From an optimization exercise on the open Yosys and OpenROAD flow, aimed at small area; shortcuts taken in it are not production practice.
The RTL was checked by simulation tests, not by an equivalence proof against the original design.
No activity file was given, so power comes from the tool's default toggle rates.

build 61:
Design sampler_hexdump, start of the top module:
module sampler_hexdump (
    input  wire        clk,
    input  wire        rst,
    input  wire        cmd_valid,
    input  wire [39:0] cmd_word,
    output wire        cmd_ready,
    output wire [7:0]  status,
    output wire [15:0] result,
    output wire        cc_req,
    output wire [2:0]  cc_op,
    input  wire        cc_ack,
    input  wire [15:0] cc_rdata,
    output wire        bs_req,
    output wire        bs_src,
    output wire [15:0] bs_pos,
    input  wire        bs_ack,
    input  wire [7:0]  bs_data,
    output wire        sk_valid,
    output wire [7:0]  sk_data,
    output wire        sk_eol,
    input  wire        sk_ready
);
    wire is_measure = (cmd_word == 40'h01_0000_0000);
    wire is_render  = (cmd_word[39:33] == 7'b0001000);
    wire vs_idle, hr_idle;
    wire vs_cc_req, hr_bs_req, hr_sk_valid;
    wire vs_done, vs_noread, vs_range, hr_done;
    reg  cmd_err;
    assign cmd_ready = !rst && (is_measure ? vs_idle :
                                is_render  ? hr_idle : 1'b1);
    wire accept = cmd_valid && cmd_ready;
    always @(posedge clk) begin
        if (rst)
            cmd_err <= 1'b0;
        else if (accept && !is_measure && !is_render)
            cmd_err <= 1'b1;
    end
    vs_unit u_vs (
        .clk      (clk),
        .rst      (rst),
        .start    (accept && is_measure),
        .idle     (vs_idle),
        .done     (vs_done),
        .noread   (vs_noread),
        .range    (vs_range),
        .result   (result),
        .cc_req   (vs_cc_req),
  ...
Size in the first run: about 230 flip-flops, ~130 I/O pins.
==> flow/config.mk <==
export PLATFORM = sky130hd
export DESIGN_NAME = sampler_hexdump
export DESIGN_NICKNAME = sampler_hexdump
export VERILOG_FILES = /design/flow/design.v
export SDC_FILE = /design/flow/constraint.sdc
export NUM_CORES = 4
export LEC_CHECK = 0
export CAP_MARGIN = 20
export CORE_MARGIN = 2
export CORE_UTILIZATION = 40
export PLACE_DENSITY = 0.6
export SLEW_MARGIN = 20
==> flow/constraint.sdc <==
create_clock -name core_clock -period 10.0 [get_ports {clk}]
set_input_delay 2.0000 -clock core_clock [delete_from_list [all_inputs] [get_ports {clk}]]
set_output_delay 2.0000 -clock core_clock [all_outputs]
set_load 0.01 [all_outputs]
standard.sh (not shown) runs the stock make flow with config.mk's settings and CLKGATE_MAP_FILE= SYNTH_SCRIPT=/design/flow/synth_recipe.tcl, a recipe that flattens the netlist after the stock synthesis.
==> flow/flow/run.sh <==
#!/bin/bash
# Layout flow: the standard ORFS flow (standard.sh) with four changes
# that do not touch the registers or the constraints:
#  1. synthesis is the standard synthesis script, except that ABC maps
#     the combinational logic with an area-oriented script (abc_area.script);
#  2. the port buffers are the smallest buffer cell (buf_1);
#  3. clock-tree synthesis uses clkbuf_8 leaf buffers, larger sink clusters
#     and no dummy loads;
#  4. after global routing, ORFS's power recovery (RECOVER_POWER) downsizes
#     gates on paths with timing slack to spare.
# Each tool's output goes to the ORFS logs under orfs/logs; make's output
# goes to standard.log here.
set -euo pipefail
WD=$(pwd)
FD="$WD/flow"

# synthesis script: ORFS synth.tcl with the ABC script replaced
sed "/synth_preamble.tcl/a set abc_args [lreplace \$abc_args 1 1 $FD/abc_area.script]" \
    "$FLOW_HOME/scripts/synth.tcl" > "$WD/synth_area.tcl"
grep -q "abc_area.script" "$WD/synth_area.tcl"
sed "s#source \$::env(SCRIPTS_DIR)/synth.tcl#source $WD/synth_area.tcl#" \
    "$WD/synth_recipe.tcl" > "$WD/synth_recipe_area.tcl"
grep -q "synth_area.tcl" "$WD/synth_recipe_area.tcl"

export BUFFER_PORTS_ARGS="-buffer_cell sky130_fd_sc_hd__buf_1"
export RECOVER_POWER=100
export CTS_ARGS="-sink_clustering_enable -repair_clock_nets -dont_use_dummy_load -sink_clustering_size 16 -sink_clustering_max_diameter 60 -buf_list sky130_fd_sc_hd__clkbuf_8"

bash standard.sh SYNTH_SCRIPT="$WD/synth_recipe_area.tcl" finish > standard.log 2>&1
==> flow/flow/abc_area.script <==
strash
dch
amap
strash
dch
amap
strash
dch
amap
topo
Changes in build 20 relative to build 61:
# build 61
export LEC_CHECK = 0
export CAP_MARGIN = 20
export CORE_MARGIN = 2
export CORE_UTILIZATION = 40
export PLACE_DENSITY = 0.6
export SLEW_MARGIN = 20
create_clock -name core_clock -period 10.0 [get_ports {clk}]
# build 20
export LEC_CHECK = 0
export CAP_MARGIN = 20
export CORE_MARGIN = 2
export CORE_UTILIZATION = 60
export GPL_TIMING_DRIVEN = 0
export PLACE_DENSITY = 0.75
export SLEW_MARGIN = 20
create_clock -name core_clock -period 10.0 [get_ports {clk}]
diff --git a/flow/flow/run.sh b/flow/flow/run.sh
--- a/flow/flow/run.sh
+++ b/flow/flow/run.sh
@@ -2 +2 @@
-# Layout flow: the standard ORFS flow (standard.sh) with four changes
+# Layout flow: the standard ORFS flow (standard.sh) with three changes
@@ -8,3 +8 @@
-#     and no dummy loads;
-#  4. after global routing, ORFS's power recovery (RECOVER_POWER) downsizes
-#     gates on paths with timing slack to spare.
+#     and no dummy loads.
@@ -26,2 +24 @@
-export RECOVER_POWER=100
-export CTS_ARGS="-sink_clustering_enable -repair_clock_nets -dont_use_dummy_load -sink_clustering_size 16 -sink_clustering_max_diameter 60 -buf_list sky130_fd_sc_hd__clkbuf_8"
+export CTS_ARGS="-sink_clustering_enable -repair_clock_nets -dont_use_dummy_load -sink_clustering_size 14 -sink_clustering_max_diameter 60 -buf_list sky130_fd_sc_hd__clkbuf_8"
Notes after the runs:
Comparing build 20 and build 61, the higher post-cts gate resize count was measured on build 20. Summary: with build 61 as the reference, first-iteration detailed-routing DRC count in build 20 moved up by a little under 10%. Relative to build 61, core area has decreased by about 33% in build 20. Compared with build 61, the router placed more vias in build 20. Comparing build 20 and build 61, worst IR drop on VDD is higher on build 20. Against build 61, non-clock buffer count in build 20 fell by a few percent. Global-route met3 utilization (higher): build 20. Status: static leakage power parity (build 20, build 61). Sequential share of layout area: build 20 vs build 61 up 0.45 points.
The inputs of build 30 differ from those of build 20 as listed below.
# build 20
export LEC_CHECK = 0
export CAP_MARGIN = 20
export CORE_MARGIN = 2
export CORE_UTILIZATION = 60
export GPL_TIMING_DRIVEN = 0
export PLACE_DENSITY = 0.75
export SLEW_MARGIN = 20
create_clock -name core_clock -period 10.0 [get_ports {clk}]
# build 30
export LEC_CHECK = 0
export CAP_MARGIN = 20
export CORE_MARGIN = 2
export CORE_UTILIZATION = 40
export PLACE_DENSITY = 0.6
export SLEW_MARGIN = 20
create_clock -name core_clock -period 10.0 [get_ports {clk}]
diff --git a/flow/flow/run.sh b/flow/flow/run.sh
--- a/flow/flow/run.sh
+++ b/flow/flow/run.sh
@@ -24 +24 @@
-export CTS_ARGS="-sink_clustering_enable -repair_clock_nets -dont_use_dummy_load -sink_clustering_size 14 -sink_clustering_max_diameter 60 -buf_list sky130_fd_sc_hd__clkbuf_8"
+export CTS_ARGS="-sink_clustering_enable -repair_clock_nets -dont_use_dummy_load -sink_clustering_size 12 -sink_clustering_max_diameter 60 -buf_list sky130_fd_sc_hd__clkbuf_8"
==> flow/flow/abc_area.script <==
strash
dch
amap
strash
dch
amap
topo
### Flow results
- Pin count of the biggest net entering global routing: higher on build 30
- | final critical delay including setup and external delays | higher: build 20 |
- Share of power burned in the clock network ends up lower on build 20.
- Taking build 20 as the reference, in build 30 layout overhead on the synthesized area +1.3 points; number of nets in the layout +24; setup slack at placement +0.80 ns; clock-buffer cell count +5.
> inputs changed (build 30 -> build 14)
# build 30
export LEC_CHECK = 0
export CAP_MARGIN = 20
export CORE_MARGIN = 2
export CORE_UTILIZATION = 40
export PLACE_DENSITY = 0.6
export SLEW_MARGIN = 20
create_clock -name core_clock -period 10.0 [get_ports {clk}]
# build 14
export LEC_CHECK = 0
export CAP_MARGIN = 20
export CORE_MARGIN = 2
export CORE_UTILIZATION = 55
export PLACE_DENSITY = 0.7
export SLEW_MARGIN = 20
create_clock -name core_clock -period 10.0 [get_ports {clk}]
diff --git a/flow/flow/run.sh b/flow/flow/run.sh
--- a/flow/flow/run.sh
+++ b/flow/flow/run.sh
@@ -2 +2 @@
-# Layout flow: the standard ORFS flow (standard.sh) with three changes
+# Layout flow: the standard ORFS flow (standard.sh) with four changes
@@ -8 +8,3 @@
-#     and no dummy loads.
+#     and no dummy loads;
+#  4. after global routing, ORFS's power recovery (RECOVER_POWER) downsizes
+#     gates on paths with timing slack to spare.
@@ -24 +26,2 @@
-export CTS_ARGS="-sink_clustering_enable -repair_clock_nets -dont_use_dummy_load -sink_clustering_size 12 -sink_clustering_max_diameter 60 -buf_list sky130_fd_sc_hd__clkbuf_8"
+export RECOVER_POWER=100
+export CTS_ARGS="-sink_clustering_enable -repair_clock_nets -dont_use_dummy_load -sink_clustering_size 14 -sink_clustering_max_diameter 70 -buf_list sky130_fd_sc_hd__clkbuf_8"
==> flow/flow/abc_area.script <==
strash
dch
amap
strash
dch
amap
strash
dch
amap
topo
[summary]
Delta (build 14 minus build 30): XOR/XNOR share of the synthesized area closely matched the old numbers, sequential share of cell area shows an increase of 1.1 points. Comparing build 30 and build 14, the higher relative area change from synthesis to final layout was measured on build 30. When the final numbers for build 30 and build 14 were put side by side, the synthesized cell count turned out to be smaller in build 14. The first-pass GRT wire length in build 14 is 0.916 times that in build 30. met1 usage ended up 7.3 points higher on build 14 than on build 30. Build 14 did not stop at any stage, and its layout met the timing, design-rule and antenna checks. Build 14: setup slack is 0.0049 ns higher than what build 30 reported. Diff build 30 -> build 14 | non-clock buffer total of the final layout | down slightly. Higher initial antenna violation count was reported by build 14, not build 30. Comparing build 30 and build 14, share of the final layout cell area in multi-input gates is lower on build 30.

* * *

Setup of lagoon:
Starting RTL as in the previous note.
## sampler_hexdump
module sampler_hexdump (
    input  wire        clk,
    input  wire        rst,
    input  wire        cmd_valid,
    input  wire [39:0] cmd_word,
    output wire        cmd_ready,
    output wire [7:0]  status,
    output wire [15:0] result,
    output wire        cc_req,
    output wire [2:0]  cc_op,
    input  wire        cc_ack,
    input  wire [15:0] cc_rdata,
    output wire        bs_req,
    output wire        bs_src,
    output wire [15:0] bs_pos,
    input  wire        bs_ack,
    input  wire [7:0]  bs_data,
    output wire        sk_valid,
    output wire [7:0]  sk_data,
    output wire        sk_eol,
    input  wire        sk_ready
);
clock: 10.0 ns
lec_check: 0
cap_margin: 20
core_margin: 2
core_utilization: 40
place_density: 0.6
slew_margin: 20
==> flow/flow/run.sh <==
#!/bin/bash
# Layout flow: the standard ORFS flow (standard.sh) with three changes
# that do not touch the registers or the constraints:
#  1. synthesis is the standard synthesis script, except that ABC maps
#     the combinational logic with an area-oriented script (abc_area.script);
#  2. the port buffers are the smallest buffer cell (buf_1);
#  3. clock-tree synthesis uses clkbuf_8 leaf buffers, larger sink clusters
#     and no dummy loads.
# Each tool's output goes to the ORFS logs under orfs/logs; make's output
# goes to standard.log here.
set -euo pipefail
WD=$(pwd)
FD="$WD/flow"

# synthesis script: ORFS synth.tcl with the ABC script replaced
sed "/synth_preamble.tcl/a set abc_args [lreplace \$abc_args 1 1 $FD/abc_area.script]" \
    "$FLOW_HOME/scripts/synth.tcl" > "$WD/synth_area.tcl"
grep -q "abc_area.script" "$WD/synth_area.tcl"
sed "s#source \$::env(SCRIPTS_DIR)/synth.tcl#source $WD/synth_area.tcl#" \
    "$WD/synth_recipe.tcl" > "$WD/synth_recipe_area.tcl"
grep -q "synth_area.tcl" "$WD/synth_recipe_area.tcl"

export BUFFER_PORTS_ARGS="-buffer_cell sky130_fd_sc_hd__buf_1"
export RECOVER_POWER=100
export CTS_ARGS="-sink_clustering_enable -repair_clock_nets -dont_use_dummy_load -sink_clustering_size 14 -sink_clustering_max_diameter 70 -buf_list sky130_fd_sc_hd__clkbuf_8"

bash standard.sh SYNTH_SCRIPT="$WD/synth_recipe_area.tcl" finish > standard.log 2>&1
==> flow/flow/abc_area.script <==
strash
dch
amap
strash
dch
amap
strash
dch
amap
topo
The following lists how xenon was set up differently from lagoon:
diff --git a/flow/flow/run.sh b/flow/flow/run.sh
--- a/flow/flow/run.sh
+++ b/flow/flow/run.sh
@@ -24,2 +24 @@
-export RECOVER_POWER=100
-export CTS_ARGS="-sink_clustering_enable -repair_clock_nets -dont_use_dummy_load -sink_clustering_size 14 -sink_clustering_max_diameter 70 -buf_list sky130_fd_sc_hd__clkbuf_8"
+export CTS_ARGS="-sink_clustering_enable -repair_clock_nets -dont_use_dummy_load -sink_clustering_size 16 -sink_clustering_max_diameter 80 -buf_list sky130_fd_sc_hd__clkbuf_8"
==> flow/flow/abc_area.script <==
strash
dch
amap
strash
dch
amap
topo
## What came out
- lagoon → xenon: synthesized cell count grew by 2.3%; die area rose 0.59%; first-pass GRT wire length went up; aggregate global-route resource usage shows an increase of 0.46 points.
- Net switching power of the design: xenon better than lagoon
- In the reports for lagoon and xenon, the larger post-cts gate resize count belongs to xenon.
- xenon ended up with a lower clock share of power than lagoon did.
- Worst path setup slack after routing delta (xenon − lagoon): favourable
- Looking only at total of clock buffers placed in the layout, and setting everything else aside, the lower value of lagoon and xenon goes to xenon.
- xenon completed; timing, DRC and antenna clean

## what the ideal ports hide
The flow's constraints put no driver on any port. The routed layouts listed below were extracted and timed again, unchanged, in two steps. Step 1: set_driving_cell puts a clkbuf_16 on clk and a buf_2 on each other input, an assumption about the parent block. Step 2, shift: input delay + t, output delay - t, t = (earliest + latest rising clock arrival at the registers) / 2. This alone moves slack from input paths to output paths. a / b / c = ideal ports / drivers / drivers and shift; a / b = the first two.
run | t, ns | slack for setup (ns) | hold WS [ns] | worst register clock-pin slew, ns | worst data-port slew with drivers (ns)
build 61 | 0.560 | 0.410 / 0.410 / 0.264 | 0.297 / 0.297 / 0.297 | 0.10 / 0.10 | 0.05
build 20 | 0.537 | 0.331 / 0.331 / -0.072 | 0.287 / 0.287 / 0.287 | 0.10 / 0.10 | 0.05
build 30 | 0.556 | 0.336 / 0.336 / 0.328 | 0.303 / 0.303 / 0.303 | 0.09 / 0.09 | 0.05
build 14 | 0.542 | 0.340 / 0.340 / 0.340 | 0.323 / 0.323 / 0.323 | 0.10 / 0.10 | 0.08
lagoon | 0.544 | 0.382 / 0.382 / 0.297 | 0.323 / 0.323 / 0.323 | 0.10 / 0.10 | 0.06
xenon | 0.537 | 0.393 / 0.393 / 0.326 | 0.319 / 0.319 / 0.319 | 0.12 / 0.12 | 0.05
Met with ideal ports but missed after step 2: setup timing in build 20. The setup slack of build 20, which loses most, moves by 0.000 ns with the drivers and by -0.403 ns with both steps.
